This design comes from an exercise in tuning for small area on the open sky130 flow, not from production work. At most, simulation tests tie the RTL to the original design; equivalence was not proved. Power and IR drop assume default switching activity.

==> build 16 <==
## hoper_core
module hoper_core (
    input             clk,
    input             rst,
    input             op_we,
    input      [3:0]  op_in,
    input      [7:0]  b_in,
    input      [7:0]  cmd_in,
    input      [7:0]  seq_in,
    input      [8:0]  n_in,
    input             dev_found,
    input             cfg_we,
    input      [3:0]  cfg_addr,
    input      [31:0] cfg_wdata,
    input             din_valid,
    input      [7:0]  din,
    output            din_ready,
    output            tx_valid,
    output     [7:0]  tx_data,
    output            tx_last,
    input             tx_ready,
    output            t_req,
    output     [2:0]  t_call,
    output     [31:0] t_baud,
    output            t_dtr,
    output            t_rts,
    input             t_ack,
    input             t_fault,
    input      [6:0]  t_rxcnt,
    input             ms_tick,
    output            busy,
    output            done,
    output     [2:0]  result,
    output     [3:0]  op_o,
    output     [15:0] crc_o,
    output     [7:0]  seq_o,
    output     [8:0]  pktlen_o,
    output            valid_o,
    output     [6:0]  rxcnt_o,
    output     [3:0]  nb_o,
    output            lc_valid_o,
    output     [31:0] lc_baud_o,
    output            lc_dtr_o,
    output            lc_rts_o,
    output     [6:0]  resp_o,
    output     [2:0]  nsent_o
);
Settings: LEC_CHECK=0, CAP_MARGIN=0, CORE_MARGIN=2, CORE_UTILIZATION=65, CTS_CLUSTER_DIAMETER=100, CTS_CLUSTER_SIZE=20, SLEW_MARGIN=0; clock period 10.0 ns.
standard.sh (not shown) runs the stock make flow with config.mk's settings and CLKGATE_MAP_FILE= SYNTH_SCRIPT=/design/flow/synth_recipe.tcl, a recipe that flattens the netlist after the stock synthesis.
==> flow/flow/run.sh <==
#!/bin/bash
# Own layout flow: the standard synthesis; an area re-mapping of its
# combinational logic with several ABC scripts, keeping the smallest result
# (registers untouched); then the standard layout with the smallest buffer on
# the ports.
set -euo pipefail
W=$(pwd)
R=$W/orfs/results/$FLOW_PLATFORM/hoper_core/base
LIB=$FLOW_HOME/platforms/$FLOW_PLATFORM/lib/sky130_fd_sc_hd__tt_025C_1v80.lib

bash standard.sh synth > $W/log_synth.txt 2>&1
cp $R/1_2_yosys.v $W/std_1_2_yosys.v

remap() {
  local s=$1 n
  n=$(basename $s .abc)
  REMAP_LIB=$LIB REMAP_IN=$W/std_1_2_yosys.v REMAP_OUT=$W/$n.v REMAP_ABC=$s \
    timeout 900 yosys -c $W/flow/remap.tcl > $W/log_$n.txt 2>&1 || rm -f $W/$n.v.after.txt
}
for s in $W/flow/remap*.abc; do remap $s & done
wait

best=""; best_area=""
for s in $W/flow/remap*.abc; do
  n=$(basename $s .abc)
  [[ -f $W/$n.v.after.txt ]] || continue
  a=$(grep 'Chip area' $W/$n.v.after.txt | awk '{print $NF}')
  echo "$n $a" >> $W/remap_areas.txt
  if [[ -z "$best" ]] || awk -v a=$a -v b=$best_area 'BEGIN{exit !(a<b)}'; then
    best=$n; best_area=$a
  fi
done
echo "chosen $best $best_area" >> $W/remap_areas.txt
cp $W/$best.v $R/1_2_yosys.v
touch $R/1_2_yosys.v

export BUFFER_PORTS_ARGS="-buffer_cell sky130_fd_sc_hd__buf_1"
bash standard.sh finish > $W/log_finish.txt 2>&1
==> flow/flow/remap.tcl <==
# Re-map the combinational logic of the standard synthesis netlist for area.
# Flip-flops (and tie cells) are kept as they are: same instances, names and cells.
yosys -import
set lib $::env(REMAP_LIB)
read_liberty -ignore_miss_func $lib
read_verilog $::env(REMAP_IN)
hierarchy -top $::env(FLOW_TOP)
blackbox sky130_fd_sc_hd__*df* sky130_fd_sc_hd__conb_1
flatten -noscopeinfo
yosys rename -hide w:*.*
opt_clean -purge
tee -o $::env(REMAP_OUT).before.txt stat -liberty $lib
abc -script $::env(REMAP_ABC) -liberty $lib -dont_use sky130_fd_sc_hd__lpflow_* -dont_use sky130_fd_sc_hd__probe*
opt_clean -purge
hilomap -singleton -hicell sky130_fd_sc_hd__conb_1 HI -locell sky130_fd_sc_hd__conb_1 LO
insbuf -buf sky130_fd_sc_hd__buf_1 A X
splitnets
opt_clean -purge
check
tee -o $::env(REMAP_OUT).after.txt stat -liberty $lib
write_verilog -noattr -nohex -nodec $::env(REMAP_OUT)
==> flow/flow/remap1.abc <==
&get -n
&st
&dch
&nf -R 1000
&put
==> flow/flow/remap2.abc <==
&get -n
&st
&dch
&nf -R 1000
&put
&get -n
&st
&dch
&nf -R 1000
&put
==> flow/flow/remap4.abc <==
&get -n
&st
&dc2
&dch -f
&nf -R 1000 -a
&put
==> flow/flow/remap_ds0.abc <==
&get -n
&st
&deepsyn -T 60 -S 0
&dch
&nf -R 1000
&put
==> flow/flow/remap_ds1.abc <==
&get -n
&st
&deepsyn -T 60 -S 1
&dch
&nf -R 1000
&put
==> flow/flow/remap_ds2.abc <==
&get -n
&st
&deepsyn -T 60 -S 2
&dch
&nf -R 1000
&put
==> trial 6 (differences from build 16) <==
--- a/flow/design.v
+++ b/flow/design.v
@@ -108,15 +108,14 @@
     reg        lc_valid, lc_dtr, lc_rts;
     reg [31:0] lc_baud;
     wire [6:0] resp;
     reg [2:0]  nsent;
     reg [8:0]  cnt;      
-    reg [7:0]  r1;       
-    reg [7:0]  r2;       
     reg [4:0]  idx;      
     reg        sph;      
     reg        fl;       
+    wire [7:0] bb = {idx, fl, sph, result_r[0]};
     wire idle   = (st == S_IDLE);
     wire start  = idle & op_we & (op_in != 4'd0);
     wire cfg_ok = cfg_we & idle;
     wire ack_ok = t_ack & ~t_fault;
     wire cnt_z  = (cnt == 9'd0);
@@ -153,40 +152,50 @@
     end
     reg [7:0] txb;
     always @(*) begin
         case (st[2:0])
             3'd0:    txb = 8'h7F;
-            3'd1:    txb = op_r[3] ? {5'b10000, sph ? nsent : 3'd0} : r1;
+            3'd1:    txb = op_r[3] ? {5'b10000, sph ? nsent : 3'd0} : bb;
             3'd2:    txb = cnt[7:0] + 8'd1;
-            3'd3:    txb = op_r[3] ? (sph ? cmdtab : {3'b000, ~fl, 4'b0001}) : r2;
-            3'd4:    txb = r1;
+            3'd3:    txb = op_r[3] ? (sph ? cmdtab : {3'b000, ~fl, 4'b0001}) : pktlen[7:0];
+            3'd4:    txb = bb;
             3'd5:    txb = crc[7:0];
             3'd6:    txb = crc[15:8];
             default: txb = (st[4:3] == 2'b00) ? b_in : din;
         endcase
     end
     assign tx_data = txb;
     assign t_req  = (st[4:3] == 2'b11) & (st[2:0] != 3'd0) & (st[2:0] != 3'd7);
     assign t_call = st[2:0];
-    wire [7:0] bsel = {8{~sph}} & (8'd1 << idx[4:2]);
+    reg  [7:0] tv;
+    wire [7:0] bdec = {8{~sph}} & (8'd1 << idx[4:2]);
+    wire [7:0] bsel = bdec & tv;
+    wire [7:0] bdef = bdec & ~tv;
     wire [31:0] tbaud = ({32{bsel[0]}} & tab0) | ({32{bsel[1]}} & tab1) |
                         ({32{bsel[2]}} & tab2) | ({32{bsel[3]}} & tab3) |
                         ({32{bsel[4]}} & tab4) | ({32{bsel[5]}} & tab5) |
                         ({32{bsel[6]}} & tab6) | ({32{bsel[7]}} & tab7) |
-                        ({32{sph}} & lc_baud);
+                        ({32{sph}} & lc_baud) |
+                        ({32{bdef[0]}} & 32'd9600)  | ({32{bdef[1]}} & 32'd19200) |
+                        ({32{bdef[2]}} & 32'd38400) | ({32{bdef[3]}} & 32'd115200);
     assign t_baud = tbaud;
     assign t_dtr  = sph ? lc_dtr : idx[0];
     assign t_rts  = sph ? lc_rts : idx[1];
     wire tab_we = cfg_ok & ~cfg_addr[3];
-    always @(posedge clk) if (rst | (tab_we & cfg_addr[2:0] == 3'd0)) tab0 <= rst ? 32'd9600   : cfg_wdata;
-    always @(posedge clk) if (rst | (tab_we & cfg_addr[2:0] == 3'd1)) tab1 <= rst ? 32'd19200  : cfg_wdata;
-    always @(posedge clk) if (rst | (tab_we & cfg_addr[2:0] == 3'd2)) tab2 <= rst ? 32'd38400  : cfg_wdata;
-    always @(posedge clk) if (rst | (tab_we & cfg_addr[2:0] == 3'd3)) tab3 <= rst ? 32'd115200 : cfg_wdata;
-    always @(posedge clk) if (rst | (tab_we & cfg_addr[2:0] == 3'd4)) tab4 <= rst ? 32'd0      : cfg_wdata;
-    always @(posedge clk) if (rst | (tab_we & cfg_addr[2:0] == 3'd5)) tab5 <= rst ? 32'd0      : cfg_wdata;
-    always @(posedge clk) if (rst | (tab_we & cfg_addr[2:0] == 3'd6)) tab6 <= rst ? 32'd0      : cfg_wdata;
-    always @(posedge clk) if (rst | (tab_we & cfg_addr[2:0] == 3'd7)) tab7 <= rst ? 32'd0      : cfg_wdata;
+    always @(posedge clk) if (tab_we & cfg_addr[2:0] == 3'd0) tab0 <= cfg_wdata;
+    always @(posedge clk) if (tab_we & cfg_addr[2:0] == 3'd1) tab1 <= cfg_wdata;
+    always @(posedge clk) if (tab_we & cfg_addr[2:0] == 3'd2) tab2 <= cfg_wdata;
+    always @(posedge clk) if (tab_we & cfg_addr[2:0] == 3'd3) tab3 <= cfg_wdata;
+    always @(posedge clk) if (tab_we & cfg_addr[2:0] == 3'd4) tab4 <= cfg_wdata;
+    always @(posedge clk) if (tab_we & cfg_addr[2:0] == 3'd5) tab5 <= cfg_wdata;
+    always @(posedge clk) if (tab_we & cfg_addr[2:0] == 3'd6) tab6 <= cfg_wdata;
+    always @(posedge clk) if (tab_we & cfg_addr[2:0] == 3'd7) tab7 <= cfg_wdata;
+    always @(posedge clk)
+        if (rst)
+            tv <= 8'd0;
+        else if (tab_we)
+            tv <= tv | (8'd1 << cfg_addr[2:0]);
     always @(posedge clk)
         if (rst)
             nb <= 4'd4;
         else if (cfg_ok && cfg_addr == 4'd8 && cfg_wdata <= 32'd8)
             nb <= cfg_wdata[3:0];
@@ -240,12 +249,13 @@
                                     result_r <= R_LEN;
                                     st <= S_W1;
                                 end else begin
                                     crc    <= 16'hFFFF;
                                     cnt    <= n_in;
-                                    r1     <= seq_in;
-                                    r2     <= cmd_in;
+                                    {idx, fl, sph} <= seq_in[7:1];
+                                    result_r <= {2'b00, seq_in[0]};
+                                    pktlen <= {1'b0, cmd_in};    
                                     st     <= S_BW;
                                 end
                             end
                             4'h5: begin crc <= 16'hFFFF; cnt <= n_in; st <= S_VW; end
                             4'h6: begin seq <= 7'd0; st <= S_W1; end
@@ -307,24 +317,24 @@
                     st  <= st + 5'd1;
                 end
             end
             S_H2: begin
                 if (tx_ready) begin
-                    crc    <= crc_nx;
-                    pktlen <= {1'b0, txb} + 9'd5;
-                    st     <= S_H3;
+                    crc <= crc_nx;
+                    st  <= S_H3;
                 end
             end
             S_H3: begin
                 if (tx_ready) begin
-                    crc <= crc_nx;
+                    crc    <= crc_nx;
+                    pktlen <= {1'b0, cnt[7:0]} + 9'd6;
                     st  <= cnt_z ? S_CL : S_DI;
                 end
             end
             S_DI: begin
                 if (din_valid) begin
-                    r1  <= din;
+                    {idx, fl, sph, result_r[0]} <= din;
                     crc <= crc_nx;
                     st  <= S_DO;
                 end
             end
             S_DO: begin
@@ -332,11 +342,17 @@
                     cnt <= cnt - 9'd1;
                     st  <= cnt_1 ? S_CL : S_DI;
                 end
             end
             S_CL: if (tx_ready) st <= S_CH;
-            S_CH: if (tx_ready) st <= op_r[3] ? S_WRITE : S_FIN;
+            S_CH: begin
+                if (tx_ready) begin
+                    if (!op_r[3])
+                        result_r <= R_OK;
+                    st <= op_r[3] ? S_WRITE : S_FIN;
+                end
+            end
             S_RW: st <= S_DS;
             S_DS: begin
                 lc_valid <= 1'b0;
                 idx      <= 5'd0;
                 if (nb == 4'd0) begin
--- a/flow/flow/run.sh
+++ b/flow/flow/run.sh
@@ -33,6 +33,8 @@
 echo "chosen $best $best_area" >> $W/remap_areas.txt
 cp $W/$best.v $R/1_2_yosys.v
 touch $R/1_2_yosys.v
 
 export BUFFER_PORTS_ARGS="-buffer_cell sky130_fd_sc_hd__buf_1"
+# the standard clock tree settings with config.mk's clustering, without dummy loads
+export CTS_ARGS="-sink_clustering_enable -repair_clock_nets -sink_clustering_size 15 -sink_clustering_max_diameter 60 -dont_use_dummy_load -buf_list sky130_fd_sc_hd__clkbuf_8"
 bash standard.sh finish > $W/log_finish.txt 2>&1
==> flow/flow/remap_ds1a.abc (new file) <==
&get -n
&st
&deepsyn -T 60 -S 1
&dch -f
&nf -R 2000 -a
&put
==> flow/flow/remap_ds1l.abc (new file) <==
&get -n
&st
&deepsyn -T 150 -S 1
&dch
&nf -R 1000
&put
Settings changed: CORE_UTILIZATION 65 to 70, CTS_BUF_LIST set to sky130_fd_sc_hd__clkbuf_8, CTS_CLUSTER_DIAMETER 100 to 60, CTS_CLUSTER_SIZE 20 to 15.
==> build 33 (differences from build 16) <==
--- a/flow/design.v
+++ b/flow/design.v
@@ -108,15 +108,14 @@
     reg        lc_valid, lc_dtr, lc_rts;
     reg [31:0] lc_baud;
     wire [6:0] resp;
     reg [2:0]  nsent;
     reg [8:0]  cnt;      
-    reg [7:0]  r1;       
-    reg [7:0]  r2;       
     reg [4:0]  idx;      
     reg        sph;      
     reg        fl;       
+    wire [7:0] bb = {idx, fl, sph, result_r[0]};
     wire idle   = (st == S_IDLE);
     wire start  = idle & op_we & (op_in != 4'd0);
     wire cfg_ok = cfg_we & idle;
     wire ack_ok = t_ack & ~t_fault;
     wire cnt_z  = (cnt == 9'd0);
@@ -153,14 +152,14 @@
     end
     reg [7:0] txb;
     always @(*) begin
         case (st[2:0])
             3'd0:    txb = 8'h7F;
-            3'd1:    txb = op_r[3] ? {5'b10000, sph ? nsent : 3'd0} : r1;
+            3'd1:    txb = op_r[3] ? {5'b10000, sph ? nsent : 3'd0} : bb;
             3'd2:    txb = cnt[7:0] + 8'd1;
-            3'd3:    txb = op_r[3] ? (sph ? cmdtab : {3'b000, ~fl, 4'b0001}) : r2;
-            3'd4:    txb = r1;
+            3'd3:    txb = op_r[3] ? (sph ? cmdtab : {3'b000, ~fl, 4'b0001}) : pktlen[7:0];
+            3'd4:    txb = bb;
             3'd5:    txb = crc[7:0];
             3'd6:    txb = crc[15:8];
             default: txb = (st[4:3] == 2'b00) ? b_in : din;
         endcase
     end
@@ -240,12 +239,13 @@
                                     result_r <= R_LEN;
                                     st <= S_W1;
                                 end else begin
                                     crc    <= 16'hFFFF;
                                     cnt    <= n_in;
-                                    r1     <= seq_in;
-                                    r2     <= cmd_in;
+                                    {idx, fl, sph} <= seq_in[7:1];
+                                    result_r <= {2'b00, seq_in[0]};
+                                    pktlen <= {1'b0, cmd_in};    
                                     st     <= S_BW;
                                 end
                             end
                             4'h5: begin crc <= 16'hFFFF; cnt <= n_in; st <= S_VW; end
                             4'h6: begin seq <= 7'd0; st <= S_W1; end
@@ -307,24 +307,24 @@
                     st  <= st + 5'd1;
                 end
             end
             S_H2: begin
                 if (tx_ready) begin
-                    crc    <= crc_nx;
-                    pktlen <= {1'b0, txb} + 9'd5;
-                    st     <= S_H3;
+                    crc <= crc_nx;
+                    st  <= S_H3;
                 end
             end
             S_H3: begin
                 if (tx_ready) begin
-                    crc <= crc_nx;
+                    crc    <= crc_nx;
+                    pktlen <= {1'b0, cnt[7:0]} + 9'd6;
                     st  <= cnt_z ? S_CL : S_DI;
                 end
             end
             S_DI: begin
                 if (din_valid) begin
-                    r1  <= din;
+                    {idx, fl, sph, result_r[0]} <= din;
                     crc <= crc_nx;
                     st  <= S_DO;
                 end
             end
             S_DO: begin
@@ -332,11 +332,17 @@
                     cnt <= cnt - 9'd1;
                     st  <= cnt_1 ? S_CL : S_DI;
                 end
             end
             S_CL: if (tx_ready) st <= S_CH;
-            S_CH: if (tx_ready) st <= op_r[3] ? S_WRITE : S_FIN;
+            S_CH: begin
+                if (tx_ready) begin
+                    if (!op_r[3])
+                        result_r <= R_OK;
+                    st <= op_r[3] ? S_WRITE : S_FIN;
+                end
+            end
             S_RW: st <= S_DS;
             S_DS: begin
                 lc_valid <= 1'b0;
                 idx      <= 5'd0;
                 if (nb == 4'd0) begin
Settings changed: CORE_UTILIZATION 65 to 70.
==> comparison <==
Core utilization: trial 6 > build 33 > build 16.
Maximum frequency, lowest first: build 16, trial 6, build 33.
In build 33 the clock skew is lower than in trial 6, by 0.058 ns.
Sequential share of layout area: trial 6 is higher than build 16 (1.2 points).
Total power, highest first: build 33, build 16, trial 6.
Between trial 6 and build 33, the lower combinational power is in trial 6 (gap 24%, measured against build 33).
Of build 33 and trial 6, build 33 has the higher wire length (gap 2.2%, measured against trial 6).
Between build 33 and trial 6, the lower worst hold slack is in build 33 (gap 0.020 ns).
For build 16, only the layout was checked, not whether the RTL still works.

## what the ideal ports hide
The results above use ideal ports. As a check the final layouts listed here were re-extracted and re-timed, cells and wires unchanged. Step 1: set_driving_cell puts a clkbuf_16 on clk and a buf_2 on each other input, an assumption about the parent block. Step 2 adds t to the input delays and takes it off the output delays; t is the mean of the earliest and latest rising clock arrival at the registers after step 1. Input paths then give back, and output paths get back, about the clock's delay inside the block. a / b / c = ideal / step 1 / step 2; a / b = the first two.
| run | t, ns | setup slack, ns | worst hold slack (ns) |
|---|---|---|---|
| build 16 | 0.577 | 3.316 / 3.273 / 3.850 | 0.462 / 0.462 / 0.462 |
| trial 6 | 0.655 | 4.041 / 3.995 / 4.572 | 0.472 / 0.472 / 0.472 |
| build 33 | 0.599 | 4.739 / 4.687 / 4.840 | 0.452 / 0.452 / 0.452 |
After both steps every run listed still meets setup and hold.
